This is an optimization exercise on Yosys and OpenROAD, whose aim is small area, a short achievable clock period and few clock cycles, not a production implementation. Where RTL was checked, it was by simulation tests only, not by an equivalence proof against the original. For runs 7 and 8, only the layout was checked, not whether the RTL still works. No activity file was given, so power comes from the tool's default toggle rates.

===== config.mk =====
export PLATFORM = sky130hd
export DESIGN_NAME = nrf_host_link
export DESIGN_NICKNAME = nrf_host_link
export VERILOG_FILES = /design/flow/design.v
export SDC_FILE = /design/flow/constraint.sdc
export NUM_CORES = 4
export LEC_CHECK = 0
export CAP_MARGIN = 20
export CORE_MARGIN = 2
export CORE_UTILIZATION = 40
export SLEW_MARGIN = 20

===== constraint.sdc =====
create_clock -name core_clock -period 8.0 [get_ports {clk}]
set_input_delay 1.6000 -clock core_clock [delete_from_list [all_inputs] [get_ports {clk}]]
set_output_delay 1.6000 -clock core_clock [all_outputs]
set_load 0.01 [all_outputs]

===== design.v =====
module nrf_host_link (
    input  wire        clk,
    input  wire        rst,
    input  wire        in_valid,
    input  wire [7:0]  in_data,
    input  wire        in_last,
    output reg         in_ready,
    output reg         pay_valid,
    output wire [7:0]  pay_data,
    output wire        pay_last,
    input  wire        pay_ready,
    output reg         cmd_done,
    output reg  [6:0]  cfg_channel,
    output reg  [1:0]  cfg_speed,
    output reg  [39:0] cfg_tx,
    output reg  [39:0] cfg_rx,
    output reg  [3:0]  cfg_opt,       
    input  wire        rx_valid,
    input  wire [7:0]  rx_data,
    input  wire        rx_last,
    output reg         rx_ready,
    output reg         out_valid,
    output reg  [7:0]  out_data,
    output reg         out_last,
    input  wire        out_ready
);
    localparam CAPACITY  = 32;
    localparam CMD_IDENT = 8'h21;
    localparam CR        = 8'h0D;
    localparam LF        = 8'h0A;
    localparam [6:0]  DEFAULT_CHANNEL = 7'h4C;
    localparam [1:0]  DEFAULT_SPEED   = 2'd1;
    localparam [39:0] DEFAULT_TX      = 40'hE7E7E7E7E7;
    localparam [39:0] DEFAULT_RX      = 40'hC2C2C2C2C2;
    localparam [3:0]  DEFAULT_OPTIONS = 4'b1101;    
    function [3:0] hexval;
        input [7:0] c;
        begin
            hexval = 4'd0;
            if (c[7:4] == 4'h3) begin
                if (!c[3] || c[2:1] == 2'b00) hexval = c[3:0];
            end else if (c[7:4] == 4'h4 || c[7:4] == 4'h6) begin
                case (c[3:0])
                    4'h1: hexval = 4'hA;
                    4'h2: hexval = 4'hB;
                    4'h3: hexval = 4'hC;
                    4'h4: hexval = 4'hD;
                    4'h5: hexval = 4'hE;
                    4'h6: hexval = 4'hF;
                    default: hexval = 4'd0;
                endcase
            end
        end
    endfunction
    function is_le;
        input [7:0] c;
        is_le = (c == CR) || (c == LF);
    endfunction
    function is_pass;
        input [7:0] c;
        is_pass = (c >= 8'h20 && c <= 8'h7E) || is_le(c);
    endfunction
    function [7:0] hexch;
        input [3:0] n;
        case (n)
            4'hA: hexch = 8'h41;
            4'hB: hexch = 8'h42;
            4'hC: hexch = 8'h43;
            4'hD: hexch = 8'h44;
            4'hE: hexch = 8'h45;
            4'hF: hexch = 8'h46;
            default: hexch = {4'h3, n};
        endcase
    endfunction
    reg        iv;               
    reg  [7:0] id;
    reg        il, ile, i21;
    reg  [3:0] ihv;
    reg [7:0] qd0, qd1, qd2;
    reg       ql0, ql1, ql2;
    reg       v0, v1, v2;
    reg       topen;             
    assign pay_data = qd0;
    assign pay_last = ql0;
    wire in_fire = in_valid && in_ready;
    wire proc    = iv && !v2;    
    wire iv_n    = in_fire || (iv && v2);
    always @(posedge clk) begin
        if (in_fire) begin
            id  <= in_data;
            il  <= in_last;
            ile <= is_le(in_data);
            i21 <= (in_data == CMD_IDENT);
            ihv <= hexval(in_data);
        end
        if (rst) iv <= 1'b0;
        else     iv <= iv_n;
    end
    reg       first;             
    reg       cmd;               
    reg       lo;                
    reg [5:0] cnt;               
    reg       v_c, v_s, v_t, v_r, optact;
    wire strip = cfg_opt[0];
    wire hex   = cfg_opt[1];
    wire cmdx  = first ? i21 : cmd;
    wire room  = !cnt[5];
    reg       push, patch, lo_n;
    reg [7:0] pdata;
    always @(*) begin
        push  = 1'b0;
        patch = 1'b0;
        lo_n  = lo;
        pdata = id;
        if (!hex) begin
            push = !(strip && ile);
        end else if (!lo) begin
            if (ile) begin
                push = !strip;
            end else begin
                push  = 1'b1;
                pdata = {ihv, 4'd0};
                lo_n  = room;
            end
        end else begin
            lo_n = 1'b0;
            if (ile) push  = !strip;
            else     patch = 1'b1;
        end
        push = push && room;
    end
    wire d_fire  = proc && !cmdx;
    wire d_push  = d_fire && push;
    wire d_patch = d_fire && patch;
    wire d_close = d_fire && il;
    wire pop = pay_valid && pay_ready;
    wire a_w0 = d_push && !v0;
    wire a_w1 = d_push && v0 && !v1;
    wire a_w2 = d_push && v1;
    wire a_t0 = v0 && !v1;       
    wire a_t1 = v1 && !v2;
    wire a_t2 = v2;
    wire b_w0 = d_push && !v1;
    wire b_w1 = d_push && v1;
    wire b_t0 = v1 && !v2;
    wire b_t1 = v2;
    wire close_tail = d_close && !d_push && topen;
    reg [7:0] a_d0, a_d1, a_d2, b_d0, b_d1;
    reg       a_l0, a_l1, a_l2, b_l0, b_l1;
    always @(*) begin
        a_d0 = a_w0 ? pdata : qd0;
        a_d1 = a_w1 ? pdata : qd1;
        a_d2 = a_w2 ? pdata : qd2;
        a_l0 = a_w0 ? il : (ql0 || (close_tail && a_t0));
        a_l1 = a_w1 ? il : (ql1 || (close_tail && a_t1));
        a_l2 = a_w2 ? il : (ql2 || (close_tail && a_t2));
        if (d_patch && a_t0) a_d0[3:0] = ihv;
        if (d_patch && a_t1) a_d1[3:0] = ihv;
        if (d_patch && a_t2) a_d2[3:0] = ihv;
        b_d0 = b_w0 ? pdata : qd1;
        b_d1 = b_w1 ? pdata : qd2;
        b_l0 = b_w0 ? il : (ql1 || (close_tail && b_t0));
        b_l1 = b_w1 ? il : (ql2 || (close_tail && b_t1));
        if (d_patch && b_t0) b_d0[3:0] = ihv;
        if (d_patch && b_t1) b_d1[3:0] = ihv;
    end
    wire topen_n = d_push ? !il : (topen && !d_close);
    wire a_v0 = v0 || d_push;
    wire a_v1 = v1 || (d_push && v0);
    wire a_v2 = v2 || (d_push && v1);
    wire b_v0 = v1 || d_push;
    wire b_v1 = v2 || (d_push && v1);
    wire a_pv = a_v0 && (a_v1 || !topen_n);
    wire b_pv = b_v0 && (b_v1 || !topen_n);
    wire a_ir = !iv_n || !a_v2;
    always @(posedge clk) begin
        qd0 <= pop ? b_d0 : a_d0;
        qd1 <= pop ? b_d1 : a_d1;
        qd2 <= a_d2;
        ql0 <= pop ? b_l0 : a_l0;
        ql1 <= pop ? b_l1 : a_l1;
        ql2 <= a_l2;
        if (rst) begin
            v0        <= 1'b0;
            v1        <= 1'b0;
            v2        <= 1'b0;
            topen     <= 1'b0;
            pay_valid <= 1'b0;
            in_ready  <= 1'b1;
        end else begin
            v0        <= pop ? b_v0 : a_v0;
            v1        <= pop ? b_v1 : a_v1;
            v2        <= pop ? 1'b0 : a_v2;
            topen     <= topen_n;
            pay_valid <= pop ? b_pv : a_pv;
            in_ready  <= pop ? 1'b1 : a_ir;
        end
    end
    wire c_fire = proc && cmd;           
    wire c_verb = c_fire && (cnt == 6'd1);
    wire c_arg  = c_fire && room;
    integer k;
    always @(posedge clk) begin
        if (rst) begin
            first       <= 1'b1;
            cmd         <= 1'b0;
            lo          <= 1'b0;
            cnt         <= 6'd0;
            cmd_done    <= 1'b0;
            v_c <= 1'b0; v_s <= 1'b0; v_t <= 1'b0; v_r <= 1'b0;
            optact      <= 1'b0;
            cfg_channel <= DEFAULT_CHANNEL;
            cfg_speed   <= DEFAULT_SPEED;
            cfg_tx      <= DEFAULT_TX;
            cfg_rx      <= DEFAULT_RX;
            cfg_opt     <= DEFAULT_OPTIONS;
        end else begin
            cmd_done <= proc && il && cmdx;
            if (proc) begin
                first <= il;
                cmd   <= cmdx && !il;
                if (il) begin
                    cnt <= 6'd0;
                    lo  <= 1'b0;
                end else begin
                    if (cmdx ? room : push)
                        cnt <= cnt + 6'd1;
                    if (!cmdx)
                        lo <= lo_n;
                end
            end
            if (c_verb) begin
                v_c    <= (id == 8'h63);
                v_s    <= (id == 8'h73);
                v_t    <= (id == 8'h74);
                v_r    <= (id == 8'h72);
                optact <= (id == 8'h6F);
                if (id == 8'h63) cfg_channel <= 7'd0;
                if (id == 8'h73) cfg_speed   <= 2'd0;
                if (id == 8'h74) cfg_tx      <= 40'd0;
                if (id == 8'h72) cfg_rx      <= 40'd0;
            end
            if (c_arg) begin
                if (v_c && cnt == 6'd2) cfg_channel[6:4] <= ihv[2:0];
                if (v_c && cnt == 6'd3) cfg_channel[3:0] <= ihv;
                if (v_s && cnt == 6'd2 && ihv != 4'd0) cfg_speed <= 2'd2;
                if (v_s && cnt == 6'd3 && !cfg_speed[1])
                    cfg_speed <= (ihv[3:1] != 3'd0) ? 2'd2 : ihv[1:0];
                for (k = 0; k < 5; k = k + 1) begin
                    if (cnt == 2 + 2 * k) begin
                        if (v_t) cfg_tx[8*k+4 +: 4] <= ihv;
                        if (v_r) cfg_rx[8*k+4 +: 4] <= ihv;
                    end
                    if (cnt == 3 + 2 * k) begin
                        if (v_t) cfg_tx[8*k +: 4] <= ihv;
                        if (v_r) cfg_rx[8*k +: 4] <= ihv;
                    end
                end
                if (optact && cnt >= 6'd2) begin
                    case (id)
                        8'h6C: cfg_opt[0] <= 1'b0;
                        8'h4C: cfg_opt[0] <= 1'b1;
                        8'h78: cfg_opt[1] <= 1'b0;
                        8'h58: cfg_opt[1] <= 1'b1;
                        8'h61: cfg_opt[2] <= 1'b0;
                        8'h41: cfg_opt[2] <= 1'b1;
                        8'h64: cfg_opt[3] <= 1'b0;
                        8'h44: cfg_opt[3] <= 1'b1;
                        default: optact <= 1'b0;
                    endcase
                end
            end
        end
    end
    localparam W_EMPTY = 3'd0;
    localparam W_START = 3'd1;    
    localparam W_HI    = 3'd2;    
    localparam W_LO    = 3'd3;    
    localparam W_LF    = 3'd4;    
    reg       rv, rl, rpass;
    reg [7:0] rb;
    reg [2:0] ws;
    reg [7:0] wb;
    reg       wl, wpass;
    wire       w_src   = (ws != W_EMPTY);
    wire [7:0] sb      = w_src ? wb : rb;
    wire       sl      = w_src ? wl : rl;
    wire       spass   = w_src ? wpass : rpass;
    wire [2:0] ss      = w_src ? ws : (rv ? W_START : W_EMPTY);
    reg        g_v, g_l;
    reg  [7:0] g_d;
    reg  [2:0] g_rem;
    always @(*) begin
        g_v   = 1'b1;
        g_l   = 1'b0;
        g_d   = LF;
        g_rem = W_EMPTY;
        case (ss)
            W_START: begin
                g_d   = spass ? sb : 8'h5C;
                g_l   = spass && sl && (sb == LF);
                g_rem = !spass ? W_HI : (sl && sb != LF) ? W_LF : W_EMPTY;
            end
            W_HI: begin
                g_d   = hexch(sb[7:4]);
                g_rem = W_LO;
            end
            W_LO: begin
                g_d   = hexch(sb[3:0]);
                g_rem = sl ? W_LF : W_EMPTY;
            end
            W_LF: begin
                g_l   = 1'b1;
            end
            default: g_v = 1'b0;
        endcase
    end
    wire       rx_fire = rx_valid && rx_ready;
    wire       ofree   = !out_valid || out_ready;
    wire       rv_n    = rx_fire || (rv && w_src);
    always @(posedge clk) begin
        wb    <= sb;
        wl    <= sl;
        wpass <= spass;
        if (rx_fire) begin
            rb    <= rx_data;
            rl    <= rx_last;
            rpass <= is_pass(rx_data);
        end
        if (ofree) begin
            out_data <= g_d;
            out_last <= g_l;
        end
        if (rst) begin
            ws        <= W_EMPTY;
            rv        <= 1'b0;
            out_valid <= 1'b0;
            rx_ready  <= 1'b1;
        end else begin
            ws        <= ofree ? g_rem : ss;
            rv        <= rv_n;
            if (ofree)
                out_valid <= g_v;
            rx_ready  <= !rv_n || (ofree ? (g_rem == W_EMPTY) : (ss == W_EMPTY));
        end
    end
endmodule

===== flow/run.sh =====
#!/bin/bash
set -euo pipefail
export BUFFER_PORTS_ARGS="-buffer_cell sky130_fd_sc_hd__buf_1"
export SETUP_SLACK_MARGIN=5.4
export CTS_ARGS="-sink_clustering_enable -repair_clock_nets -root_buf sky130_fd_sc_hd__clkbuf_16 -buf_list sky130_fd_sc_hd__clkbuf_8 -dont_use_dummy_load"
bash standard.sh > standard.log 2>&1

===== standard.sh =====
#!/bin/bash
# synth_recipe.tcl (not shown) runs the flow's synth.tcl, then flattens the netlist and writes it again
# the make line also repeats each setting of config.mk as NAME=value (left out here)
make -C /OpenROAD-flow-scripts/flow DESIGN_CONFIG=/design/flow/config.mk WORK_HOME=/design/flow/orfs CLKGATE_MAP_FILE= SYNTH_SCRIPT=/design/flow/synth_recipe.tcl "${@:-finish}"

==> impl_results.md, run 1 <==
* Die W at 147.4 um
* Outcome: timing/DRC/antenna clean
* Hold wc startpoint: qd2[3]
* Max-cap viol count at 0
* Layout area overhead at 12.90%
* Vias in the first global route at 6165
* Tmin final at 2.555 ns
* Die ar. at approximately 22000 um^2
* Sw Ratio at 26.74%
* Wirelength per Cell at around 17 um
* CP bufs+invs at 1
* Initial core utilization at ~41%
* Logic pwr share at about 14%
* Dpl hpwl at 14.62 mm
* I/O pin count at 140
* CP Max Fanout at 2
* Leading area contributor after synthesis: dfxtp_1
* Crit. path cell count at 1
* Critical path required time at approximately 6.4 ns
* Hold Crit Depth at 2
* Clock share of power at 26.5%
* Min-delay worst type: flop to flop
* Critical path's top delay family: flip-flops
* Total gr overflow at 0
* Fmax at 391.4 MHz
* CP Launch Point: cfg_opt[3]
* Clock Path Buffers at 2
* First-pass GRT wire length at 32.98 mm
* Root buffer cell: clkbuf_16
* Mapped Avg Cell Area at 9.883 um^2
* Die Ht at 147.4 um
* Internal Power at 1.383 mW
* DRC violations left at 0
* Largest net degree at the start of global routing at between 50 and 60
* Async set-reset flop share out of synthesis at 0%
* Share of the synthesized area in the top cell type at 34.57%
* # hold bufs at CTS at 0
* Post-Place Cells at 1198
* DR vias/cell at 5.516
* Syn_nets at 860
* CP cell instances: buf_1
* Total negative slack at 0 ns
* Clk slew on worst S/H paths at 0.08 ns
* Clk sinks at between 150 and 200
* CP max stage cell: dfxtp_1
* Vias at 6751
* Initial DRC Count at 378
* Final hold vios at 0
* CTS tree: done
* Post-synth EDFFs at 50
* Worst R2R Start: cnt[5]
* Worst setup SP type: flop
* Synthesized netlist cell count at between 800 and 900
* Max-slew violation count at 0
* Critical path's largest stage delay at 0.40 ns
* CTS buffer count at 17
* Seq/Total Area, Yosys at 52.83%
* Net Sw Power at just over 0.5 mW
* Antenna-violating nets left at 0
* Fraction of layout cells with a size suffix above 1 at 8.176%
* Leak Pwr at between 3 and 4 nW
* Worst EP arrival at roughly 0.96 ns
* Slew HR at 34.11%
* DR pass1 iterations at 5
* Dominant cells by area after synthesis: dfxtp_1 35%, edfxtp_1 18%, a221o_1 4.9%
* Core area at between 20000 and 25000 um^2
* Ys Warns at 1
* Non-Filler Instances at 1224
* Power density cells at between 200 and 250 nW/um^2
* Skew-Pair Late Insertion Delay at 0.40 ns
* R2R Setup Slk at 5.60 ns
* Nets@finish at 984
* Setup violations, final at 0
* CP Capture Type: output pin
* Reg2Reg Depth at 5
* Routability congestion estimate at 0.8153
* Slew @ Worst Pin at 0.9884 ns
* Flops & latches, synth at about 190
* Syn Std Cell Area at between 8000 and 9000 um^2
* Htree depth at 4
* Total GRT Usage at between 10% and 20%
* RSZ-0062 raised after global routing: no
* Main synth FF type: dfxtp_1
* Fin Clk Skew at 0.03557 ns
* Routed WL at 20.65 mm
* Port bufs at 139
* Register share of total power at 59.5%
* Initial antenna violation count at 0
* Worst vdd ir at ~86 uV
* # diodes at 0
* Netlist cell types at 74
* Std-Cell Rows at 52
* Setup CP Type: flop to output pin
* Fillers at 1978
* Final period utilization at approximately a third
## timing repair
item / in CTS / in global routing
resized for setup: 10 / 15
setup buffers: 0 / 9
setup endpoints to repair: 49 / 40
pin swaps: 1 / 2
## tightest hold or removal path, stage by stage (launching register included)
cell and delay (ns):
dfxtp_1 0.30, nand2_1 0.05, nand2_1 0.06
## final timing paths
check                to
max reg2reg  cfg_tx[17]
min reg2reg      qd2[3]
max          cfg_opt[3]
min              qd2[3]
## power by group through the flow
stage / clock (mW) / sequential [mW] / combinational (mW)
6_report: 0.499 / 1.12 / 0.265
3_5_place_dp: 0 / 1.14 / 0.240
2_1_floorplan: 0 / 1.13 / 0.179
5_1_grt: 0.554 / 1.13 / 0.296
3_3_place_gp: 0 / 1.14 / 0.240
4_1_cts: 0.515 / 1.12 / 0.242
## kinds of logic (layout without fill, tap and decap cells)
family | after synthesis | after routing | synth area share, %
adder cells (fa/ha/maj) | 4 | 4 | 0.6087
flip-flops | 192 | 192 | 52.83
multiplexers | 18 | 18 | 2.343
AND/OR/NAND/NOR | 314 | 314 | 19.87
buffers and inverters | 81 | 203 | 4.245
AO/OA/AOI/OAI | 221 | 221 | 19.89
XOR/XNOR | 2 | 2 | 0.2131
## placed cells by master, fill, tap and decap left out, drive strengths merged, types with 5 or more instances in the layout
master / instances
mux2: 7
a31oi: 12
nor2b: 21
clkbuf: 22
a221o: 40
nor3: 18
nand2b: 5
nor3b: 6
mux2i: 11
nand3: 49
a211oi: 6
o311ai: 5
and2: 10
o32ai: 17
nor2: 71
and4: 5
dfxtp: 142
nand4: 8
nand2: 88
a32o: 16
nor4: 5
edfxtp: 50
o21ai: 40
a21oi: 47
buf: 147
inv: 34
or3b: 5
## synth_stat cells, types with 4 or more instances
library cell and count:
clkbuf_1 33, a221o_1 40, o21ai_0 38, nand2_1 88, o311ai_0 4, o22ai_1 4
a211oi_1 5, a31oi_1 12, nand4_1 7, nor3_1 16, nor2_1 70, and2_1 7
dfxtp_1 142, nor2b_1 20, buf_2 6, a32o_1 16, buf_4 4, nand3_1 49
nor3b_1 4, ha_1 4, o32ai_1 17, a311oi_1 4, and4_1 5, mux2_2 7
nand2b_1 5, mux2i_1 10, nor4_1 5, or3_1 4, o211ai_1 4, inv_1 33
edfxtp_1 50, nand3b_1 4, a21oi_1 46
## per-stage QoR
step	worst slack (ns)	hold WS (ns)	total power, mW	instance area, um^2	utilization, %
detailed placement	4.674	0.4378	1.384	8901	43.99
finish	5.445	0.4529	1.887	9284	45.88
global placement	4.672	0.4371	1.384	8901	43.99
CTS	5.337	0.4516	1.878	9169	45.31
global route	5.401	0.4705	1.982	9284	45.88
floorplan	5.379	0.4180	1.311	8232	-
## flip-flops by register name, summed over array words and instances (netlist names), 2 cells and up
signal / count
qd2: 8
cfg_tx: 40
wb: 8
cfg_speed: 2
out_data: 8
ws: 3
qd1: 8
ihv: 4
cfg_channel: 7
cfg_rx: 40
cnt: 6
rb: 8
id: 8
qd0: 8
cfg_opt: 4
## layout make-up
class | instances | area (um^2) | area share, %
Sequential cell | 192 | 4349 | 46.85
Tap cell | 270 | 337.8 | 3.639
Clock buffer | 17 | 245.2 | 2.642
Multi-Input combinational cell | 559 | 3568 | 38.44
Timing Repair Buffer | 152 | 655.6 | 7.062
Inverter | 34 | 127.6 | 1.375
## routing by layer
layer	part of all wire, %	vias to the layer above	track usage [%]	wire length [um]
met2	47	179	30.58	9807
li1	-	3338	-	-
met3	5.1	23	3.302	1044
met4	1.5	0	5.625	308
met5	0	-	0	0
met1	46	3211	26.36	9493
Testbench counts, summed over its fixed seeds: cycles 31,116.
==> run 2: changes to the inputs <==
==> flow/run.sh (replaced) <==
#!/bin/bash
set -euo pipefail
export BUFFER_PORTS_ARGS="-buffer_cell sky130_fd_sc_hd__buf_1"
export SETUP_SLACK_MARGIN=5.5
export CTS_ARGS="-sink_clustering_enable -repair_clock_nets -root_buf sky130_fd_sc_hd__clkbuf_16 -buf_list sky130_fd_sc_hd__clkbuf_8 -dont_use_dummy_load"
bash standard.sh > standard.log 2>&1
==> impl_results.md, run 2 <==
* # diodes at 0
* Synthesized netlist cell count at 832
* Post-synth top cells: 142 x dfxtp_1, 88 x nand2_1, 70 x nor2_1
* Htree depth at 4
* CP max stage cell: edfxtp_1
* I/O pin count at 140
* Mapped Avg Cell Area at 9.883 um^2
* Minimum hold slack at approximately 0.45 ns
* CTS buffer count at 17
* Most frequent cells in the layout: 86 x nand2_1, 71 x dfxtp_2, 70 x nor2_1, 69 x dfxtp_1, 52 x buf_2
* Nets@finish at 988
* Skew-Pair Late Insertion Delay at 0.40 ns
* Ys Warns at 1
* Clk slew on worst S/H paths at roughly 0.080 ns
* Flops & latches, synth at ~190
* Synth Area in Compound Gates at 19.89%
* Syn Std Cell Area at 8223 um^2
* DR vias/cell at 5.588
* CP Capture Type: output pin
* Main synth FF type: dfxtp_1
* Die ar. at 21720 um^2
* First-pass GRT wire length at 33.15 mm
* Most common cell in the netlist: dfxtp_1
* Final hold vios at 0
* # hold bufs at CTS at 0
* Dpl hpwl at roughly 15 mm
* Initial core utilization at between 40% and 50%
* Worst vdd ir at 106.0 uV
* Syn_nets at 860
* Worst EP arrival at 0.89 ns
* Slew @ Worst Pin at 1.110 ns
* Max-cap viol count at 0
* Critical path's largest stage delay at 0.37 ns
* Initial antenna violation count at 0
* Outcome: timing/DRC/antenna clean
* Power density cells at 193.5 nW/um^2
* RSZ-0062 raised after global routing: yes
* Largest regs: cfg_rx (40), cfg_tx (40)
* Seq/Total Area, Yosys at ~53%
* Total GRT Usage at 19.22%
* Dominant cells by area after synthesis: dfxtp_1 35%, edfxtp_1 18%, a221o_1 4.9%
* DR pass1 iterations at 5
* Slew HR at a little over a quarter
* Post-Synth XOR/XNOR Area at less than 1%
* Wirelength per Cell at around 17 um
* Root buffer cell: clkbuf_16
* Antenna-violating nets left at 0
* Clock Path Buffers at 2
* Routed WL at around 21 mm
* Mux cell area share after synthesis at 2.343%
* Die Ht at approximately 150 um
* Post-synth EDFFs at 50
* Clk sinks at 192
* Die W at 147.4 um
* DRC violations left at 0
* Tmin final at between 2 and 2.5 ns
* CTS tree: done
* Area share of and/or/nand/nor cells after synthesis at about a fifth
* Max-slew violation count at 0
* Leading area contributor after synthesis: dfxtp_1
* Netlist cell types at between 70 and 80
* Async set-reset flop share out of synthesis at 0%
* CP bufs+invs at 1
* Setup CP Type: flop to output pin
* Final WS setup at ~5.5 ns
* Fraction of layout cells with a size suffix above 1 at 27.24%
* Total negative slack at 0 ns
* Commonest non-fill, non-tap cell in the layout: nand2_1
* Total gr overflow at 0
* Layout area overhead at 18.09%
* CP Max Fanout at 1
* Vias in the first global route at around 6.3k
* Fin Clk Skew at 0.02826 ns
* CP cell instances: clkbuf_2
* Largest family of logic cells by synthesized area: compound AO/OA/AOI/OAI gates
* Core area at a little over 20000 um^2
* Share of the synthesized area in the top cell type at 34.57%
* Vias at 6862
* Setup violations, final at 0
* Fmax at between 400 and 500 MHz
* Critical path's top delay family: flip-flops
* Worst setup SP type: flop
* Port bufs at 139
* Min-delay worst type: flop to flop
* Routability congestion estimate at 0.8389
* Std-Cell Rows at 52
* Critical path required time at 6.40 ns
* Pre-CTS setup slack at 4.466 ns
* Initial DRC Count at 496
* Post-synthesis adder-cell area fraction at less than 1%
* Leak Pwr at 3.571 nW
* Final period utilization at 31.13%
* Largest net degree at the start of global routing at 67
==> run 2: changes by cell type in the layout (fill, tap and decap cells not counted), moves of 10 or more <==
cell / change
buf_2: +50
buf_1: -104
buf_4: +10
clkbuf_2: +26
dfxtp_1: -71
buf_6: +22
dfxtp_2: +70
==> run 2: through the flow <==
step / area [um^2] / std cells / util, % / total power, mW
global placement: 8894 / 1197 / 43.95 / 1.385
floorplan: 8233 / 832 / - / 1.312
global route: 9711 / 1228 / 47.99 / 1.970
finish: 9711 / 1228 / 47.99 / 1.879
detailed placement: 8894 / 1197 / 43.95 / 1.386
CTS: 9408 / 1223 / 46.49 / 1.892
==> run 2: cell families after synthesis <==
| logic type | Yosys count |
|---|---|
| AO/OA/AOI/OAI | 221 |
| XOR/XNOR | 2 |
| AND/OR/NAND/NOR | 314 |
| flip-flops | 192 |
| multiplexers | 18 |
| adder cells (fa/ha/maj) | 4 |
| buffers and inverters | 81 |
==> run 2: cell type report <==
class                   instances  area, um^2
fillers                      1956       10520
clock buffers                  17       245.2
flip-flops and latches        192        4441
repair buffers                156       973.4
multi-input cells             559        3582
inverters                      34       131.4
well taps                     270       337.8
==> run 2: power by group <==
group | switching, mW | internal [mW] | total, mW | leakage (nW)
sequential | 0.0582 | 1.07 | 1.12 | 1.64
combinational | 0.151 | 0.108 | 0.259 | 1.81
clock | 0.294 | 0.202 | 0.495 | 0.127
==> run 2: path summary, 6_finish.rpt <==
kind,start,end,slack [ns],depth (start not counted)
hold / removal,cfg_channel[6],cfg_channel[6],0.45,2
setup reg to reg,i21,qd0[1],5.63,4
setup / recovery,qd0[1],pay_data[1],5.51,1
hold reg to reg,cfg_channel[6],cfg_channel[6],0.45,2
==> run 2: timing repair <==
item	in CTS	in global routing
pin swaps	2	1
resized for setup	126	109
cloned	0	0
setup buffers	9	5
endpoints found under the setup margin	200	161
==> run 2: routing by layer <==
layer	share of wire (%)	track usage, %	routed length [um]	vias up
li1	-	-	-	3366
met2	47	30.91	9970	195
met5	0	0	0	-
met3	4.6	3.981	987	36
met1	47	26.17	9937	3265
met4	2.0	6.010	437	0
==> run 3: changes to the inputs <==
==> flow/run.sh (replaced) <==
#!/bin/bash
set -euo pipefail
export BUFFER_PORTS_ARGS="-buffer_cell sky130_fd_sc_hd__buf_1"
export SETUP_SLACK_MARGIN=5.3
export CTS_ARGS="-sink_clustering_enable -repair_clock_nets -root_buf sky130_fd_sc_hd__clkbuf_16 -buf_list sky130_fd_sc_hd__clkbuf_8 -dont_use_dummy_load"
bash standard.sh > standard.log 2>&1
==> impl_results.md, run 3 <==
* Worst setup SP type: primary input
* Fraction of layout cells with a size suffix above 1 at 7.218%
* Min-delay worst type: flop to flop
* Worst EP arrival at 2.89 ns
* Initial antenna violation count at 0
* Slew @ Worst Pin at 0.9597 ns
* Post-placement cell area at between 8000 and 9000 um^2
* CTS buffer count at 17
* I/O pin count at 140
* Critical path's largest stage delay at 0.33 ns
* DR vias/cell at 5.531
* Port bufs at 139
* Die Ht at 147.4 um
* Syn_nets at 860
* Die ar. at 21720 um^2
* CP Max Fanout at 50
* Pre-CTS setup slack at roughly 4.7 ns
* Vias in the first global route at 6101
* Netlist cell types at 74
* Slew HR at 36.02%
* Max-cap viol count at 0
* Fin Clk Skew at 0.03007 ns
* Std-Cell Rows at 52
* Die W at 147.4 um
* Most frequent cells in the layout: 141 x dfxtp_1, 138 x buf_1, 88 x nand2_1, 70 x nor2_1, 50 x edfxtp_1
* Setup violations, final at 0
* Root buffer cell: clkbuf_16
* Layout area overhead at 12.52%
* Footprint of the multi-input gates at 3553 um^2
* Power density cells at 203.5 nW/um^2
* Nets@finish at between 900 and 1k
* Fillers at approximately 2.0k
* Initial DRC Count at 508
* Total negative slack at 0 ns
* Largest regs: cfg_rx (40), cfg_tx (40)
* Core area at 20230 um^2
* Minimum hold slack at 0.4535 ns
* Routed WL at 20.94 mm
* CP max stage cell: buf_6
* Initial core utilization at 40.64%
* Final WS setup at 5.381 ns
* DRC violations left at 0
* CP Capture Type: flop
* CP cell instances: buf_2 -> buf_6 -> inv_1 -> buf_4 -> nand2_1 -> nor2_1 -> a31o_2
* Post-synth EDFFs at 50
* Final hold vios at 0
* CTS tree: done
* DR pass1 iterations at 5
* Total gr overflow at 0
* Vias at 6781
* Dpl hpwl at 14.56 mm
* Final instance area at between 9000 and 10000 um^2
* Routability congestion estimate at 0.8263
* FF+latch area at 4345 um^2
* Flops & latches, synth at ~190
* Final period utilization at 32.74%
* Leading area contributor after synthesis: dfxtp_1
* Htree depth at 4
* Ys Warns at 1
* Mapped Avg Cell Area at between 9 and 10 um^2
* Fmax at 381.8 MHz
* Synthesized netlist cell count at 832
* Main synth FF type: dfxtp_1
* First-pass GRT wire length at 32.91 mm
* Syn Std Cell Area at 8223 um^2
* Commonest non-fill, non-tap cell in the layout: dfxtp_1
* Tmin final at approximately 2.6 ns
* Critical path required time at roughly 8.3 ns
* Share of the synthesized area in the top cell type at 34.57%
* Seq/Total Area, Yosys at 52.83%
* Leak Pwr at 3.212 nW
* Most common cell in the netlist: dfxtp_1
* Final Core Density at between 40 and 50%
* Worst vdd ir at between 90 and 100 uV
* Post-synth top cells: 142 x dfxtp_1, 88 x nand2_1, 70 x nor2_1
* Clk slew on worst S/H paths at 0.07 ns
* Async set-reset flop share out of synthesis at 0%
* Antenna-violating nets left at 0
* Outcome: timing/DRC/antenna clean
* Post-Place Cells at 1198
* RSZ-0062 raised after global routing: no
* Largest net degree at the start of global routing at 51
* Max-slew violation count at 0
* Wirelength per Cell at 17.08 um
* Non-Filler Instances at 1226
* Clk sinks at 192
* Total GRT Usage at 19.01%
* Skew-Pair Late Insertion Delay at roughly 0.40 ns
* # diodes at 0
* Pwr Total at roughly 1.9 mW
* Setup CP Type: primary input to flop
* Clock Path Buffers at 2
* Dominant cells by area after synthesis: dfxtp_1 35%, edfxtp_1 18%, a221o_1 4.9%
## run 3: cell counts after synthesis
Identical to the previous run, type by type.
## run 3: final cells by class
type                            count  share of cell area [%]
Clock buffer                       17                   2.650
Inverter                           34                   1.379
Multi-Input combinational cell    559                   38.40
Sequential cell                   192                   46.96
Tap cell                          270                   3.651
Timing Repair Buffer              154                   6.951
## run 3: worst max-delay path: cells and delay by family
family / cells / cell delay, ns
buffers and inverters: 4 / 0.76
and+or+nand+nor: 2 / 0.26
AOI/OAI and AO/OA: 1 / 0.21
## run 3: logic make-up after synthesis
| logic type | share of synthesized area (%) |
|---|---|
| compound gates | 19.89 |
| xor+xnor | 0.2131 |
| fa+ha+maj | 0.6087 |
| buf+inv | 4.245 |
| flops | 52.83 |
| mux | 2.343 |
| simple gates | 19.87 |
## run 3: worst paths after layout
| path | endpoint | from | slack (ns) | cells past startpoint |
|---|---|---|---|---|
| worst min register to register | qd2[3] | qd2[3] | 0.45 | 2 |
| worst max-delay path | cfg_rx[37] | rst | 5.38 | 7 |
| worst min-delay path | qd2[3] | qd2[3] | 0.45 | 2 |
| worst max register to register | qd1[3] | i21 | 5.53 | 5 |
## run 3: report_power, final
| part | switching (mW) | internal [mW] | total [mW] |
|---|---|---|---|
| clock | 0.294 | 0.202 | 0.496 |
| sequential | 0.0570 | 1.07 | 1.12 |
| combinational | 0.151 | 0.112 | 0.263 |
| total | 0.503 | 1.38 | 1.88 |
## run 3: repair_timing
action,4_1_cts,5_1_grt
hold buffers,0,0
setup buffers,0,11
pin swaps,0,2
resized for setup,6,3
endpoints found under the setup margin,30,15
## run 3: metal layers
layer / track usage, % / vias up / wire length, um
met3: 4.043 / 25 / 1032
li1: - / 3367 / -
met1: 26.86 / 3207 / 9890
met4: 5.048 / 0 / 259
met2: 29.81 / 182 / 9758
met5: 0 / - / 0
==> run 4: changes to the inputs <==
==> flow/run.sh (replaced) <==
#!/bin/bash
set -euo pipefail
export BUFFER_PORTS_ARGS="-buffer_cell sky130_fd_sc_hd__buf_1"
export SETUP_SLACK_MARGIN=5.3
export CTS_ARGS="-sink_clustering_enable -repair_clock_nets -dont_use_dummy_load"
bash standard.sh > standard.log 2>&1
==> impl_results.md, run 4 <==
* Outcome: timing/DRC/antenna clean
* Slew HR at ~34%
* Ys Warns at 1
* Final Core Density at 46.62%
* Total gr overflow at 0
* Syn Std Cell Area at 8223 um^2
* Most frequent cells in the layout: 141 x dfxtp_1, 138 x buf_1, 88 x nand2_1, 70 x nor2_1, 50 x edfxtp_1
* Worst EP arrival at 1.00 ns
* Max-slew violation count at 0
* Dpl hpwl at ~15 mm
* Port bufs at 139
* Netlist cell types at 74
* Synthesized netlist cell count at 832
* Critical path's top delay family: flip-flops
* Hold Crit Depth at 2
* Initial DRC Count at between 400 and 500
* Setup violations, final at 0
* Routed WL at 20.90 mm
* CTS tree: done
* Seq/Total Area, Yosys at 52.83%
* Most common cell in the netlist: dfxtp_1
* Nets@finish at about 990
* Wirelength per Cell at 17.04 um
* Critical path's largest stage delay at 0.42 ns
* Layout area overhead at 14.71%
* Total GRT Usage at 19.01%
* Pwr Total at around 2.1 mW
* I/O pin count at 140
* # diodes at 0
* CP bufs+invs at 1
* # hold bufs at CTS at 0
* Flops & latches, synth at 192
* Antenna-violating nets left at 0
* Die W at 147.4 um
* Clk slew on worst S/H paths at 0.05 ns
* Non-Filler Instances at 1226
* Total negative slack at 0 ns
* Skew-Pair Late Insertion Delay at approximately 0.43 ns
* Crit. path cell count at 1
* Post-placement cell area at about 8900 um^2
* Vias in the first global route at between 6k and 7k
* Leading area contributor after synthesis: dfxtp_1
* DR vias/cell at around 5.5
* Main synth FF type: dfxtp_1
* Clock Path Buffers at 2
* First-pass GRT wire length at 32.93 mm
* Initial antenna violation count at 0
* Root buffer cell: clkbuf_16
* Std-Cell Rows at 52
* Post-Place Cells at 1198
* Worst vdd ir at 129.2 uV
* Reg2Reg Depth at 5
* Critical path required time at about 6.4 ns
* Min-delay worst type: flop to flop
* Pre-CTS setup slack at 4.665 ns
* CP cell instances: buf_1
* Tmin final at between 2 and 3 ns
* Routability congestion estimate at roughly 0.83
* Setup CP Type: flop to output pin
* Final instance area at around 9400 um^2
* Post-synth top cells: 142 x dfxtp_1, 88 x nand2_1, 70 x nor2_1
* Die ar. at approximately 22000 um^2
* Minimum hold slack at 0.4489 ns
* DR pass1 iterations at 5
* Leak Pwr at roughly 3.3 nW
* Clk sinks at 192
* Fraction of layout cells with a size suffix above 1 at under 10%
* Initial core utilization at between 40% and 50%
* Die Ht at 147.4 um
* CP Max Fanout at 9
* Final period utilization at 32.55%
* Final WS setup at 5.396 ns
* CTS buffer count at 17
* Final hold vios at 0
* Largest net degree at the start of global routing at 51
* Power density cells at 219.9 nW/um^2
* Post-synth EDFFs at 50
* Worst setup SP type: flop
* Htree depth at 4
* Dominant cells by area after synthesis: dfxtp_1 35%, edfxtp_1 18%, a221o_1 4.9%
* Slew @ Worst Pin at 0.9849 ns
* Commonest non-fill, non-tap cell in the layout: dfxtp_1
* Mapped Avg Cell Area at 9.883 um^2
* Syn_nets at 860
* Fmax at 384.0 MHz
* CP max stage cell: dfxtp_2
* Fin Clk Skew at roughly 0.020 ns
* Max-cap viol count at 0
* Largest regs: cfg_rx (40), cfg_tx (40)
* DRC violations left at 0
* Async set-reset flop share out of synthesis at 0%
* RSZ-0062 raised after global routing: no
* CP Capture Type: output pin
* Vias at 6746
* Core area at 20230 um^2
* Share of the synthesized area in the top cell type at between 30% and 40%
-- run 4: cell counts after synthesis --
Identical to the previous run, type by type.
-- run 4: power by group --
group	internal, mW	switching (mW)
logic	0.112	0.151
registers	1.07	0.0570
clock network	0.370	0.318
-- run 4: cell type report --
class	count	area, um^2
fill	1963	10800
sequential	192	4345
multi-input combinational	559	3553
timing repair buffer	154	643.1
clock buffer	17	425.4
tap	270	337.8
inverter	34	127.6
-- run 4: cell families after synthesis --
family	after synthesis	synth area share, %
AOI/OAI and AO/OA	221	19.89
xor gates and xnor gates	2	0.2131
adders and majority gates	4	0.6087
buffers and inverters	81	4.245
DFF	192	52.83
muxes	18	2.343
and+or+nand+nor	314	19.87
-- run 4: repair_timing --
item / CTS / global route
setup endpoints to repair: 27 / 35
pin swaps: 0 / 2
resized for setup: 5 / 4
buffers inserted: 0 / 11
-- run 4: layer usage --
metal	vias to the layer above	part of all wire [%]	track usage (%)
met5	-	0	0
met4	0	1.5	5.962
met3	31	4.6	3.673
met2	176	47	29.67
met1	3175	47	26.83
li1	3364	-	-
-- run 4: worst register-to-register path, cell delays in order (launching register included) --
cell and delay [ns]:
edfxtp_1 0.44, mux2i_2 0.44, and4_1 0.53, nand2_1 0.44, nand2_1 0.21, a31oi_1 0.11
-- run 4: worst paths after layout --
check / startpoint / endpoint / slack, ns
hold reg to reg: qd2[3] / qd2[3] / 0.45
hold / removal: qd2[3] / qd2[3] / 0.45
setup reg to reg: i21 / qd1[3] / 5.54
setup / recovery: cfg_opt[1] / cfg_opt[1] / 5.40
==> run 5: changes to the inputs <==
==> flow/run.sh (replaced) <==
#!/bin/bash
set -euo pipefail
export BUFFER_PORTS_ARGS="-buffer_cell sky130_fd_sc_hd__buf_1"
export SETUP_SLACK_MARGIN=5.3
bash standard.sh > standard.log 2>&1
--- a/config.mk
+++ b/config.mk
@@ -7,2 +7,3 @@
 export LEC_CHECK = 0
+export ABC_CLOCK_PERIOD_IN_PS = 2500
 export CAP_MARGIN = 20
==> impl_results.md, run 5 <==
* Most frequent cells in the layout: 141 x dfxtp_1, 138 x buf_1, 88 x nand2_1, 70 x nor2_1, 50 x edfxtp_1
* Minimum hold slack at roughly 0.45 ns
* Die W at roughly 150 um
* Routed WL at 21.02 mm
* Post-Place Cells at 1198
* Skew-Pair Late Insertion Delay at about 0.44 ns
* Reg2Reg Depth at 7
* Flops & latches, synth at 192
* Internal Power at around 1.6 mW
* Clock share of power at between 30 and 40%
* Terminus of the critical flop-to-flop path: cfg_tx[23]
* Fin Clk Skew at 0.009253 ns
* Footprint of the multi-input gates at between 3000 and 4000 um^2
* Syn_nets at 860
* Post-synth EDFFs at 50
* Mux cell area share after synthesis at 2.343%
* Die ar. at 21720 um^2
* FF+latch area at 4345 um^2
* R2R Setup Slk at 5.53 ns
* CP cell instances: buf_1
* Critical path's top delay family: flip-flops
* # hold bufs at CTS at 0
* Synthesized netlist cell count at 832
* Nets@finish at roughly 990
* Power density cells at approximately 230 nW/um^2
* Synth Area in Compound Gates at 19.89%
* Initial DRC Count at 466
* Total GRT Usage at 19.17%
* DR pass1 iterations at 5
* Logic pwr share at about an eighth
* Outcome: timing/DRC/antenna clean
* Clk slew on worst S/H paths at 0.07 ns
* Root buffer cell: clkbuf_16
* Layout area overhead at 16.40%
* Vias at 6784
* Clk sinks at 192
* Min-delay worst type: flop to flop
* Fraction of layout cells with a size suffix above 1 at 8.651%
* Critical path's largest stage delay at 0.43 ns
* CP bufs+invs at 1
* Core area at 20230 um^2
* Final WS setup at 5.369 ns
* Post-synthesis adder-cell area fraction at 0.6086%
* Worst R2R Start: cnt[1]
* Antenna-violating nets left at 0
* Share of the synthesized area in the top cell type at between 30% and 40%
* CTS buffer count at 17
* Worst Hold Endpoint: qd2[3]
* Largest net degree at the start of global routing at 51
* Slew @ Worst Pin at 0.9589 ns
* Ys Warns at 1
* DRC violations left at 0
* Async set-reset flop share out of synthesis at 0%
* Setup CP Type: flop to output pin
* Commonest non-fill, non-tap cell in the layout: dfxtp_1
* CP Max Fanout at 9
* Most common cell in the netlist: dfxtp_1
* Seq/Total Area, Yosys at a little over half
* Main synth FF type: dfxtp_1
* Die Ht at 147.4 um
* Total gr overflow at 0
* Vias in the first global route at 6147
* CTS tree: done
* Std-Cell Rows at 52
* Clock Path Buffers at 2
* Area share of and/or/nand/nor cells after synthesis at just under 20%
* Routability congestion estimate at 0.8263
* RSZ-0062 raised after global routing: no
* Port bufs at 139
* Dominant cells by area after synthesis: dfxtp_1 35%, edfxtp_1 18%, a221o_1 4.9%
* Fmax at 380.0 MHz
* Non-Filler Instances at 1241
* Sw Ratio at 27.41%
* Largest regs: cfg_rx (40), cfg_tx (40)
* Total negative slack at 0 ns
* Tmin final at 2.631 ns
* Max-cap viol count at 0
* Syn Std Cell Area at between 8000 and 9000 um^2
* I/O pin count at 140
* Critical path required time at 6.40 ns
* DR vias/cell at 5.467
* Setup violations, final at 0
* Netlist cell types at 74
* Register share of total power at 51.1%
* Fillers at 1958
* First-pass GRT wire length at between 30 and 40 mm
* Largest family of logic cells by synthesized area: compound AO/OA/AOI/OAI gates
* Slew HR at about 36%
* Worst setup SP type: flop
* Initial core utilization at around two fifths
* Post-synth top cells: 142 x dfxtp_1, 88 x nand2_1, 70 x nor2_1
* Net Sw Power at 0.6028 mW
* # diodes at 0
* CP Capture Type: output pin
* Hold wc startpoint: qd2[3]
* Max-slew violation count at 0
* Initial antenna violation count at 0
* CP max stage cell: dfxtp_2
* Final hold vios at 0
* Pwr Total at 2.199 mW
* Worst vdd ir at between 100 and 150 uV
* Mapped Avg Cell Area at 9.883 um^2
* Leak Pwr at 3.367 nW
* Htree depth at 4
* Hold Crit Depth at 2
* Worst EP arrival at 1.03 ns
* Pre-CTS setup slack at approximately 4.7 ns
* Post-Synth XOR/XNOR Area at 0.2130%
* Wirelength per Cell at 16.94 um
* Dpl hpwl at 14.56 mm
* Leading area contributor after synthesis: dfxtp_1
* Final period utilization at between 30% and 40%
[run 5: per-layer routing]
layer	GRT usage (%)	wire length [um]	vias to the layer above
met5	0	0	-
met4	5.769	295	0
met3	3.580	966	25
met2	30.14	9731	177
met1	27.06	10030	3199
li1	-	-	3383
[run 5: kinds of logic (layout without fill, tap and decap cells)]
kind of cell    count (synthesis)  count (layout)
flops                         192             192
compound gates                221             221
simple gates                  314             314
mux                            18              18
fa+ha+maj                       4               4
xor+xnor                        2               2
buf+inv                        81             220
[run 5: power by group through the flow]
stage               clock [mW]  combinational [mW]  sequential, mW
CTS                      0.830               0.242            1.12
detailed placement           0               0.239            1.14
finish                   0.812               0.263            1.12
floorplan                    0               0.179            1.13
global route             0.871               0.292            1.13
global placement             0               0.240            1.14
[run 5: layout make-up]
class / count / area share, %
Clock buffer: 18 / 4.588
Clock inverter: 14 / 1.307
Tap cell: 270 / 3.529
Multi-Input combinational cell: 559 / 37.12
Inverter: 34 / 1.333
Sequential cell: 192 / 45.40
Timing Repair Buffer: 154 / 6.719
[run 5: repair_timing]
action                                  in CTS  in global routing
buffers inserted                             0                 11
resized for setup                            5                  4
pin swaps                                    0                  2
endpoints found under the setup margin      27                 27
[run 5: how the worst max path moves through the flow]
stage                           from  depth (start not counted)         end  slack, ns
after CTS                        i21                          4      qd0[1]       5.31
after detailed placement         rst                          5   cfg_tx[4]       4.66
after floorplan           in_data[4]                          3      ihv[1]       5.36
after global placement           rst                          5  cfg_rx[12]       4.68
after global routing      cfg_opt[1]                          1  cfg_opt[1]       5.32
final                     cfg_opt[1]                          1  cfg_opt[1]       5.37
[run 5: metrics by stage]
step                      util, %  instance area, um^2
after floorplan                 -                 8228
after global placement      43.97                 8897
after detailed placement    43.97                 8897
after CTS                   46.82                 9473
after global routing        47.30                 9572
final                       47.30                 9572
==> run 6: changes to the inputs <==
--- a/flow/run.sh
+++ b/flow/run.sh
@@ -4,2 +4,3 @@
 export SETUP_SLACK_MARGIN=5.3
+export CTS_ARGS="-sink_clustering_enable -repair_clock_nets -root_buf sky130_fd_sc_hd__clkbuf_8 -buf_list sky130_fd_sc_hd__clkbuf_8 -dont_use_dummy_load"
 bash standard.sh > standard.log 2>&1
--- a/config.mk
+++ b/config.mk
@@ -7,3 +7,2 @@
 export LEC_CHECK = 0
-export ABC_CLOCK_PERIOD_IN_PS = 2500
 export CAP_MARGIN = 20
==> impl_results.md, run 6 <==
* Antenna-violating nets left at 0
* Worst vdd ir at 93.94 uV
* Leading area contributor after synthesis: dfxtp_1
* Root buffer cell: clkbuf_8
* Syn Std Cell Area at 8223 um^2
* Logic pwr share at roughly 14%
* Outcome: timing/DRC/antenna clean
* Layout area overhead at 12.40%
* Routed WL at 20.87 mm
* Total negative slack at 0 ns
* Max-cap viol count at 0
* Setup violations, final at 0
* Net Sw Power at 0.5047 mW
* Initial antenna violation count at 0
* Mux cell area share after synthesis at 2.343%
* Post-synthesis adder-cell area fraction at 0.6086%
* Worst EP arrival at around 1.0 ns
* Total GRT Usage at 18.98%
* Post-synth EDFFs at 50
* Initial core utilization at 40.64%
* Vias in the first global route at 6112
* Register share of total power at 60.0%
* Setup CP Type: flop to output pin
* Commonest non-fill, non-tap cell in the layout: dfxtp_1
* Largest regs: cfg_rx (40), cfg_tx (40)
* Synth Area in Compound Gates at around 20%
* Slew @ Worst Pin at 0.9692 ns
* Wirelength per Cell at about 17 um
* Critical path required time at 6.40 ns
* Sw Ratio at a little over a quarter
* DRC violations left at 0
* Port bufs at ~140
* Post-Synth XOR/XNOR Area at 0.2130%
* Post-synth top cells: 142 x dfxtp_1, 88 x nand2_1, 70 x nor2_1
* First-pass GRT wire length at 32.89 mm
* Leak Pwr at about 3.2 nW
* Critical path's top delay family: flip-flops
* Power density cells at 202.4 nW/um^2
* Netlist cell types at between 70 and 80
* Dominant cells by area after synthesis: dfxtp_1 35%, edfxtp_1 18%, a221o_1 4.9%
* CP bufs+invs at 1
* CTS tree: done
* Fin Clk Skew at between 0.03 and 0.04 ns
* CTS buffer count at 17
* Clk sinks at between 150 and 200
* CP cell instances: buf_1
* Nets@finish at 986
* Tmin final at around 2.6 ns
* Critical path's largest stage delay at 0.41 ns
* M2 GR Usage at 29.81%
* # diodes at 0
* Main synth FF type: dfxtp_1
* Std-Cell Rows at 52
* DR pass1 iterations at 5
* Die W at 147.4 um
* CP Max Fanout at 3
* Met1 Resource Use GR at 26.86%
* CP max stage cell: dfxtp_1
* Largest net degree at the start of global routing at 51
* RSZ-0062 raised after global routing: yes
* CP Capture Type: output pin
* Largest family of logic cells by synthesized area: compound AO/OA/AOI/OAI gates
* Syn_nets at 860
* DR vias/cell at 5.491
* Clock Path Buffers at 2
* Post-Place Cells at about 1.2k
* Min-delay worst type: flop to flop
* Ys Warns at 1
* Layer with the highest usage: met2
* Vias at 6732
* Dpl hpwl at ~15 mm
* Most common cell in the netlist: dfxtp_1
* Max-slew violation count at 0
* Async set-reset flop share out of synthesis at 0%
* Synthesized netlist cell count at roughly 830
* GRT met3 Usage at 3.580%
* Routability congestion estimate at between 0.8 and 0.9
* I/O pin count at 140
* Final hold vios at 0
* Clock share of power at 25.9%
* Core area at approximately 20000 um^2
* Htree depth at 4
* Slew HR at 35.39%
* Share of the synthesized area in the top cell type at between 30% and 40%
* Initial DRC Count at between 500 and 600
* Non-Filler Instances at 1226
* Clk slew on worst S/H paths at around 0.08 ns
* Die Ht at 147.4 um
* Internal Power at 1.366 mW
* Mapped Avg Cell Area at around 10 um^2
* Total gr overflow at 0
* Most frequent cells in the layout: 141 x dfxtp_1, 138 x buf_1, 88 x nand2_1, 70 x nor2_1, 50 x edfxtp_1
* Final period utilization at 32.96%
* Fmax at 379.3 MHz
* Seq/Total Area, Yosys at a little over half
* Flops & latches, synth at 192
* Die ar. at 21720 um^2
* Area share of and/or/nand/nor cells after synthesis at 19.87%
* Pwr Total at 1.871 mW
* Fraction of layout cells with a size suffix above 1 at 7.113%
* Worst setup SP type: flop
* Skew-Pair Late Insertion Delay at 0.47 ns
-- run 6: cell counts after synthesis --
No cell type changed its count.
-- run 6: worst min-delay path: stages (launching register included) --
cell and delay, ns:
dfxtp_1 0.32, nand3_1 0.06, nand2_1 0.04
-- run 6: cell type report --
class / instances / area, um^2
tap: 270 / 337.8
sequential: 192 / 4348
timing repair buffer: 154 / 643.1
inverter: 34 / 127.6
fill: 1983 / 10990
multi-input combinational: 559 / 3552
clock buffer: 17 / 234.0
-- run 6: path summary, 6_finish.rpt --
path / start / endpoint / slack, ns / depth (start not counted)
worst max register to register: i21 / qd1[3] / 5.53 / 5
worst min register to register: cfg_channel[6] / cfg_channel[6] / 0.45 / 2
worst min-delay path: cfg_channel[6] / cfg_channel[6] / 0.45 / 2
worst max-delay path: cfg_opt[0] / cfg_opt[0] / 5.36 / 1
-- run 6: repair_timing --
action | in CTS | in global routing
setup buffers | 0 | 11
pin swaps | 0 | 2
hold buffers | 0 | 0
gates resized for setup | 6 | 3
setup endpoints to repair | 22 | 15
-- run 6: power by group through the flow --
stage	combinational [mW]	sequential, mW	clock (mW)
after CTS	0.242	1.12	0.497
after floorplan	0.179	1.13	0
after global placement	0.240	1.14	0
after global routing	0.292	1.13	0.532
final	0.263	1.12	0.485
after detailed placement	0.239	1.14	0
-- run 6: cell families (layout without fill, tap and decap cells) --
logic type	after synthesis	count (layout)
fa+ha+maj	4	4
compound gates	221	221
xor+xnor	2	2
mux	18	18
buf+inv	81	205
flops	192	192
simple gates	314	314
-- run 6: stage by stage --
step                      hold WS [ns]  setup WS [ns]  utilization, %  cell area (um^2)
after floorplan                 0.4180          5.356               -              8228
final                           0.4541          5.363           45.68              9243
after detailed placement        0.4372          4.665           43.97              8897
after global routing            0.4732          5.277           45.68              9243
after global placement          0.4327          4.679           43.97              8897
after CTS                       0.4541          5.301           45.20              9146
-- run 6: metal layers --
| metal | wire, um | vias to the layer above |
|---|---|---|
| met3 | 936 | 22 |
| met4 | 272 | 0 |
| li1 | - | 3367 |
| met2 | 9730 | 188 |
| met5 | 0 | - |
| met1 | 9926 | 3155 |
==> run 7: changes to the inputs <==
--- a/design.v
+++ b/design.v
@@ -198,2 +198,4 @@
     end
+    reg rst_q;
+    always @(posedge clk) rst_q <= rst;
     wire c_fire = proc && cmd;           
@@ -209,9 +211,2 @@
             cmd_done    <= 1'b0;
-            v_c <= 1'b0; v_s <= 1'b0; v_t <= 1'b0; v_r <= 1'b0;
-            optact      <= 1'b0;
-            cfg_channel <= DEFAULT_CHANNEL;
-            cfg_speed   <= DEFAULT_SPEED;
-            cfg_tx      <= DEFAULT_TX;
-            cfg_rx      <= DEFAULT_RX;
-            cfg_opt     <= DEFAULT_OPTIONS;
         end else begin
@@ -231,8 +226,27 @@
             end
+        end
+    end
+    always @(posedge clk) begin
+        if (c_verb) begin
+            v_c    <= (id == 8'h63);
+            v_s    <= (id == 8'h73);
+            v_t    <= (id == 8'h74);
+            v_r    <= (id == 8'h72);
+            optact <= (id == 8'h6F);
+        end else if (c_arg && optact && cnt >= 6'd2) begin
+            case (id)
+                8'h6C, 8'h4C, 8'h78, 8'h58, 8'h61, 8'h41, 8'h64, 8'h44: ;
+                default: optact <= 1'b0;
+            endcase
+        end
+    end
+    always @(posedge clk) begin
+        if (rst_q) begin
+            cfg_channel <= DEFAULT_CHANNEL;
+            cfg_speed   <= DEFAULT_SPEED;
+            cfg_tx      <= DEFAULT_TX;
+            cfg_rx      <= DEFAULT_RX;
+            cfg_opt     <= DEFAULT_OPTIONS;
+        end else begin
             if (c_verb) begin
-                v_c    <= (id == 8'h63);
-                v_s    <= (id == 8'h73);
-                v_t    <= (id == 8'h74);
-                v_r    <= (id == 8'h72);
-                optact <= (id == 8'h6F);
                 if (id == 8'h63) cfg_channel <= 7'd0;
@@ -268,3 +282,3 @@
                         8'h44: cfg_opt[3] <= 1'b1;
-                        default: optact <= 1'b0;
+                        default: ;
                     endcase
==> flow/run.sh (replaced) <==
#!/bin/bash
set -euo pipefail
export BUFFER_PORTS_ARGS="-buffer_cell sky130_fd_sc_hd__buf_1"
bash standard.sh > standard.log 2>&1
--- a/config.mk
+++ b/config.mk
@@ -7,2 +7,3 @@
 export LEC_CHECK = 0
+export ABC_CLOCK_PERIOD_IN_PS = 2500
 export CAP_MARGIN = 20
@@ -10,2 +11,3 @@
 export CORE_UTILIZATION = 40
+export SETUP_SLACK_MARGIN = 5
 export SLEW_MARGIN = 20
==> impl_results.md, run 7 <==
* Skew-Pair Late Insertion Delay at ~0.44 ns
* Core area at 20300 um^2
* Post-Route M1 WL at roughly 11 mm
* Worst EP arrival at between 3 and 4 ns
* Flops & latches, synth at 193
* Slew @ Worst Pin at roughly 0.91 ns
* RSZ-0062 raised after global routing: no
* Initial core utilization at 40.89%
* Wire length on met2 at 9.724 mm
* Async set-reset flop share out of synthesis at 0%
* Total GRT Usage at 19.74%
* Commonest non-fill, non-tap cell in the layout: buf_1
* DR pass1 iterations at 5
* CTS buffer count at 17
* Power density cells at 227.0 nW/um^2
* CP cell instances: buf_1 -> and2_1 -> a21oi_1 -> nor4_1 -> a221o_1
* I/O pin count at 140
* Wirelength per Cell at 17.42 um
* Worst setup SP type: primary input
* Leak Pwr at 3.322 nW
* Clock share of power at 40.6%
* Net Sw Power at 0.6162 mW
* Htree depth at 4
* Fin Clk Skew at 0.01500 ns
* Critical path's largest stage delay at 0.52 ns
* Sw Ratio at 28.22%
* Std-Cell Rows at 52
* Initial DRC Count at 485
* First-pass GRT wire length at between 30 and 40 mm
* # diodes at 0
* Pwr Total at between 2 and 2.5 mW
* FF+latch area at 4415 um^2
* Final hold vios at 0
* Die ar. at 21920 um^2
* Largest regs: cfg_rx (40), cfg_tx (40)
* Syn Std Cell Area at 8300 um^2
* Met3 wire len at ~1.3 mm
* Seq/Total Area, Yosys at 53.18%
* Mapped Avg Cell Area at 9.708 um^2
* Clock Path Buffers at 2
* Outcome: timing/DRC/antenna clean
* Nets@finish at 993
* Most common cell in the netlist: dfxtp_1
* Synthesized netlist cell count at 855
* Fraction of layout cells with a size suffix above 1 at 7.464%
* Register share of total power at between 50 and 60%
* CP max stage cell: nor4_1
* Die W at 148.1 um
* Vias at 6929
* Slew HR at 39.10%
* Root buffer cell: clkbuf_16
* Leading area contributor after synthesis: dfxtp_1
* Routability congestion estimate at 0.8334
* Worst vdd ir at 134.8 uV
* Share of the synthesized area in the top cell type at 33.28%
* CTS tree: done
* Fillers at 1969
* Min-delay worst type: flop to flop
* Routed WL at 21.75 mm
* Main synth FF type: dfxtp_1
* Setup CP Type: primary input to flop
* Port bufs at 139
* Die Ht at 148.1 um
* Dominant cells by area after synthesis: dfxtp_1 33%, edfxtp_1 20%, a221o_1 5.1%
* Largest net degree at the start of global routing at 78
* Initial antenna violation count at 0
* Clk sinks at 193
* Dpl hpwl at 15.15 mm
* Footprint of the multi-input gates at 3582 um^2
* Setup violations, final at 0
* Fmax at 357.3 MHz
* Final period utilization at a little over a third
* Uppermost layer routed: met4
* Post-synth top cells: 138 x dfxtp_1, 93 x nand2_1, 82 x nor2_1
* Layout area overhead at 15.89%
* Tmin final at 2.799 ns
* Total negative slack at 0 ns
* Syn_nets at 883
* DRC violations left at 0
* Total gr overflow at 0
* Max-cap viol count at 0
* Antenna-violating nets left at 0
* Max-slew violation count at 0
* Internal Power at between 1.5 and 2 mW
* CP Capture Type: flop
* Minimum hold slack at ~0.46 ns
* Clk slew on worst S/H paths at 0.08 ns
* Most frequent cells in the layout: 139 x buf_1, 137 x dfxtp_1, 93 x nand2_1, 82 x nor2_1, 69 x a21oi_1
* Ys Warns at 1
* Vias in the first global route at 6380
* CP Max Fanout at 19
* Logic pwr share at 8.7%
* Netlist cell types at 73
* DR vias/cell at around 5.6
* Post-synth EDFFs at 55
* Critical path required time at about 8.3 ns
## run 7: changes by cell type after synthesis, moves of 5 or more
cell / before / now
nor2b_1: 20 / 13
inv_1: 33 / 22
nand3_1: 49 / 40
edfxtp_1: 50 / 55
clkbuf_1: 33 / 43
nand2_1: 88 / 93
mux2_2: 7 / 12
nor2_1: 70 / 82
o32ai_1: 17 / 4
a21oi_1: 46 / 69
## run 7: worst max-delay path, delay by kind of cell
kind	cells	cell delay, ns
AO/OA/AOI/OAI	2	0.40
buffers and inverters	1	0.08
AND/OR/NAND/NOR	2	1.03
## run 7: final timing paths
| check | end | startpoint | slack (ns) | cells past startpoint |
|---|---|---|---|---|
| max reg2reg | qd1[0] | first | 5.26 | 5 |
| min | qd2[3] | qd2[3] | 0.46 | 2 |
| max | qd0[1] | pay_ready | 5.20 | 5 |
| min reg2reg | qd2[3] | qd2[3] | 0.46 | 2 |
## run 7: cell type report
type	instances	area share [%]
clock buffers	17	4.422
clock inverters	15	2.172
inverters	22	0.8585
multi-input cells	586	37.24
flip-flops and latches	193	45.90
well taps	270	3.512
repair buffers	145	5.892
## run 7: power groups by stage
| stage | clock, mW | combinational (mW) | sequential (mW) |
|---|---|---|---|
| floorplan | 0 | 0.137 | 1.11 |
| global placement | 0 | 0.186 | 1.13 |
| detailed placement | 0 | 0.188 | 1.13 |
| CTS | 0.902 | 0.189 | 1.11 |
| global route | 0.944 | 0.211 | 1.11 |
| finish | 0.887 | 0.189 | 1.11 |
## run 7: logic make-up after synthesis
kind of cell / count (synthesis) / synth area share (%)
AO/OA/AOI/OAI: 224 / 19.13
buffers and inverters: 76 / 3.723
XOR/XNOR: 1 / 0.1055
flip-flops: 193 / 53.18
multiplexers: 20 / 2.638
AND/OR/NAND/NOR: 337 / 20.62
adder cells (fa/ha/maj): 4 / 0.6030
## run 7: through the flow
step	cells	utilization, %	setup WS, ns	cell area (um^2)
after floorplan	855	-	5.123	8300
after global placement	1215	44.20	4.799	8972
after detailed placement	1215	44.20	4.778	8972
after CTS	1247	47.33	5.075	9607
after global routing	1248	47.39	5.053	9619
final	1248	47.39	5.201	9619
## run 7: routing by layer
| metal | up-vias | global-route usage, % |
|---|---|---|
| met5 | - | 0 |
| li1 | 3409 | - |
| met2 | 209 | 30.07 |
| met4 | 0 | 4.524 |
| met3 | 22 | 4.080 |
| met1 | 3289 | 28.93 |
## run 7: what timing repair did
item / in CTS / in global routing
setup endpoints to repair: 0 / 21
resized for setup: 0 / 3
hold buffers: 0 / 0
hold endpoints to repair: 0 / 0
setup buffers: 0 / 1
==> run 8: changes to the inputs <==
--- a/config.mk
+++ b/config.mk
@@ -10,3 +10,3 @@
 export CORE_MARGIN = 2
-export CORE_UTILIZATION = 40
+export CORE_UTILIZATION = 65
 export SETUP_SLACK_MARGIN = 5
==> impl_results.md, run 8 <==
* Routability congestion estimate at 0.9002
* Total GRT Usage at 30.27%
* Vias at between 7k and 8k
* Synth Area in Compound Gates at 19.13%
* Fraction of layout cells with a size suffix above 1 at between 7 and 8%
* RSZ-0062 raised after global routing: no
* Die ar. at 13690 um^2
* Critical path required time at 8.19 ns
* CP Capture Type: flop
* Dpl hpwl at 13.95 mm
* Most frequent cells in the layout: 139 x buf_1, 137 x dfxtp_1, 93 x nand2_1, 82 x nor2_1, 69 x a21oi_1
* Initial antenna violation count at 0
* Worst EP arrival at 3.02 ns
* Most common cell in the netlist: dfxtp_1
* Outcome: timing/DRC/antenna clean
* CP bufs+invs at 1
* Main synth FF type: dfxtp_1
* Total gr overflow at 0
* Pwr Total at 2.179 mW
* Largest family of logic cells by synthesized area: simple AND/OR/NAND/NOR gates
* Leak Pwr at 3.323 nW
* Nets@finish at 991
* Logic pwr share at ~8.5%
* Dominant cells by area after synthesis: dfxtp_1 33%, edfxtp_1 20%, a221o_1 5.1%
* Htree depth at 4
* Netlist cell types at 73
* CP max stage cell: and2_1
* CP Launch Point: pay_ready
* Clock Path Buffers at 2
* Power density cells at around 230 nW/um^2
* Mapped Avg Cell Area at 9.708 um^2
* Setup violations, final at 0
* Post-synth EDFFs at 55
* Wirelength per Cell at ~18 um
* CTS tree: done
* Initial core utilization at 66.04%
* Wire length on met2 at 10.10 mm
* Crit. path cell count at 6
* Layout area overhead at 14.35%
* Fmax at about 350 MHz
* Post-Route M1 WL at 8.569 mm
* Fin Clk Skew at 0.005798 ns
* Critical path's top delay family: simple AND/OR/NAND/NOR gates
* Register share of total power at 50.8%
* Die Ht at 117.0 um
* Max-slew violation count at 0
* Die W at about 120 um
* Seq/Total Area, Yosys at 53.18%
* Commonest non-fill, non-tap cell in the layout: buf_1
* DR pass1 iterations at 5
* Post-synth top cells: 138 x dfxtp_1, 93 x nand2_1, 82 x nor2_1
* Antenna-violating nets left at 0
* Final instance area at roughly 9500 um^2
* CP cell instances: buf_1 -> and2_1 -> nor2_1 -> a21oi_1 -> nor4_1 -> a221o_1
* Mux cell area share after synthesis at 2.638%
* Core area at 12570 um^2
* Slew @ Worst Pin at about 1.0 ns
* Final period utilization at 35.41%
* Worst setup SP type: primary input
* Clk sinks at 193
* Largest regs: cfg_rx (40), cfg_tx (40)
* Reg2Reg Depth at 5
* Syn_nets at 883
* Max-cap viol count at 0
* Terminus of the critical flop-to-flop path: qd1[1]
* Vias in the first global route at 6551
* First-pass GRT wire length at 32.22 mm
* Met3 wire len at 1.476 mm
* I/O pin count at 140
* Final hold vios at 0
* Min-delay worst type: flop to flop
* CP Max Fanout at 19
* Largest net degree at the start of global routing at 78
* Clk slew on worst S/H paths at approximately 0.07 ns
* CTS buffer count at 17
* Skew-Pair Late Insertion Delay at 0.43 ns
* Synthesized netlist cell count at 855
* Internal Power at approximately 1.6 mW
* Post-Synth XOR/XNOR Area at 0.1055%
* Worst R2R Start: iv
* Flops & latches, synth at 193
* Async set-reset flop share out of synthesis at 0%
* Area share of and/or/nand/nor cells after synthesis at 20.62%
* Initial DRC Count at 824
* Slew HR at 30.57%
* Uppermost layer routed: met4
* Share of the synthesized area in the top cell type at 33.28%
* DRC violations left at 0
* Clock share of power at 40.6%
* Port bufs at approximately 140
* Tmin final at 2.833 ns
* Net Sw Power at 0.5297 mW
* Critical path's largest stage delay at 0.55 ns
* Sw Ratio at 24.31%
* # diodes at 0
* Routed WL at 20.63 mm
* Syn Std Cell Area at between 8000 and 9000 um^2
* Total negative slack at 0 ns
* DR vias/cell at approximately 6.3
* Ys Warns at 1
* Root buffer cell: clkbuf_16
* Crit path to: qd0[1]
* Setup CP Type: primary input to flop
* R2R Setup Slk at 5.26 ns
* Post-synthesis adder-cell area fraction at less than 1%
* Post-placement cell area at 8827 um^2
* Std-Cell Rows at between 40 and 50
* Leading area contributor after synthesis: dfxtp_1
* Worst vdd ir at 180.5 uV
==> run 8: layout make-up <==
type	count	area (um^2)
clock inverters	10	120.1
inverters	22	82.58
well taps	172	215.2
clock buffers	22	506.7
fillers	926	3077
multi-input cells	586	3580
repair buffers	143	571.8
flip-flops and latches	193	4415
==> run 8: per-stage QoR <==
| step | instances | setup WS (ns) | util (%) | hold WS (ns) |
|---|---|---|---|---|
| finish | 1148 | 5.167 | 75.52 | 0.4575 |
| global placement | 1114 | 4.825 | 70.23 | 0.4366 |
| detailed placement | 1114 | 4.745 | 70.23 | 0.4372 |
| floorplan | 855 | 5.123 | - | 0.4168 |
| global route | 1148 | 5.000 | 75.52 | 0.4651 |
| CTS | 1146 | 5.105 | 75.22 | 0.4583 |
==> run 8: how the worst min path moves through the flow <==
| stage | start | end | cells past startpoint |
|---|---|---|---|
| floorplan | qd2[0] | qd2[0] | 2 |
| global placement | qd2[3] | qd2[3] | 2 |
| detailed placement | qd2[3] | qd2[3] | 2 |
| CTS | cfg_channel[6] | cfg_channel[6] | 2 |
| global route | cfg_channel[6] | cfg_channel[6] | 2 |
| finish | cfg_channel[6] | cfg_channel[6] | 2 |
==> run 8: worst reg2reg max path: stages (launching register included) <==
cell and delay, ns:
dfxtp_1 0.40, nor2b_1 0.49, and4_1 0.50, nand2_1 0.46
and3_1 0.38, a221o_1 0.26
==> run 8: repair_timing <==
| item | in CTS | in global routing |
|---|---|---|
| endpoints found under the setup margin | 0 | 26 |
| gates resized for setup | 0 | 1 |
| buffers inserted | 0 | 1 |
| hold buffers | 0 | 0 |
==> run 8: kinds of logic (layout without fill, tap and decap cells) <==
logic type      count (synthesis)  after routing
compound gates                224            224
xor+xnor                        1              1
simple gates                  337            337
flops                         193            193
mux                            20             20
buf+inv                        76            197
fa+ha+maj                       4              4
==> run 8: power groups by stage <==
| stage | sequential (mW) | clock, mW | combinational, mW |
|---|---|---|---|
| 2_1_floorplan | 1.11 | 0 | 0.137 |
| 3_3_place_gp | 1.13 | 0 | 0.175 |
| 3_5_place_dp | 1.13 | 0 | 0.179 |
| 4_1_cts | 1.11 | 0.887 | 0.181 |
| 5_1_grt | 1.11 | 0.927 | 0.206 |
| 6_report | 1.11 | 0.885 | 0.186 |
==> run 8: per-layer routing <==
metal | vias up | GRT usage [%]
li1 | 3380 | -
met1 | 3452 | 40.35
met2 | 349 | 48.63
met3 | 45 | 5.716
met4 | 0 | 13.10
met5 | - | 0

Check on run 8: ideal ports give 5.167 ns setup slack; a clkbuf_16 on the clock port and buf_2 on the inputs give 5.188 ns; moving port delays by the midpoint clock arrival (0.475 ns) as well gives 4.713 ns.
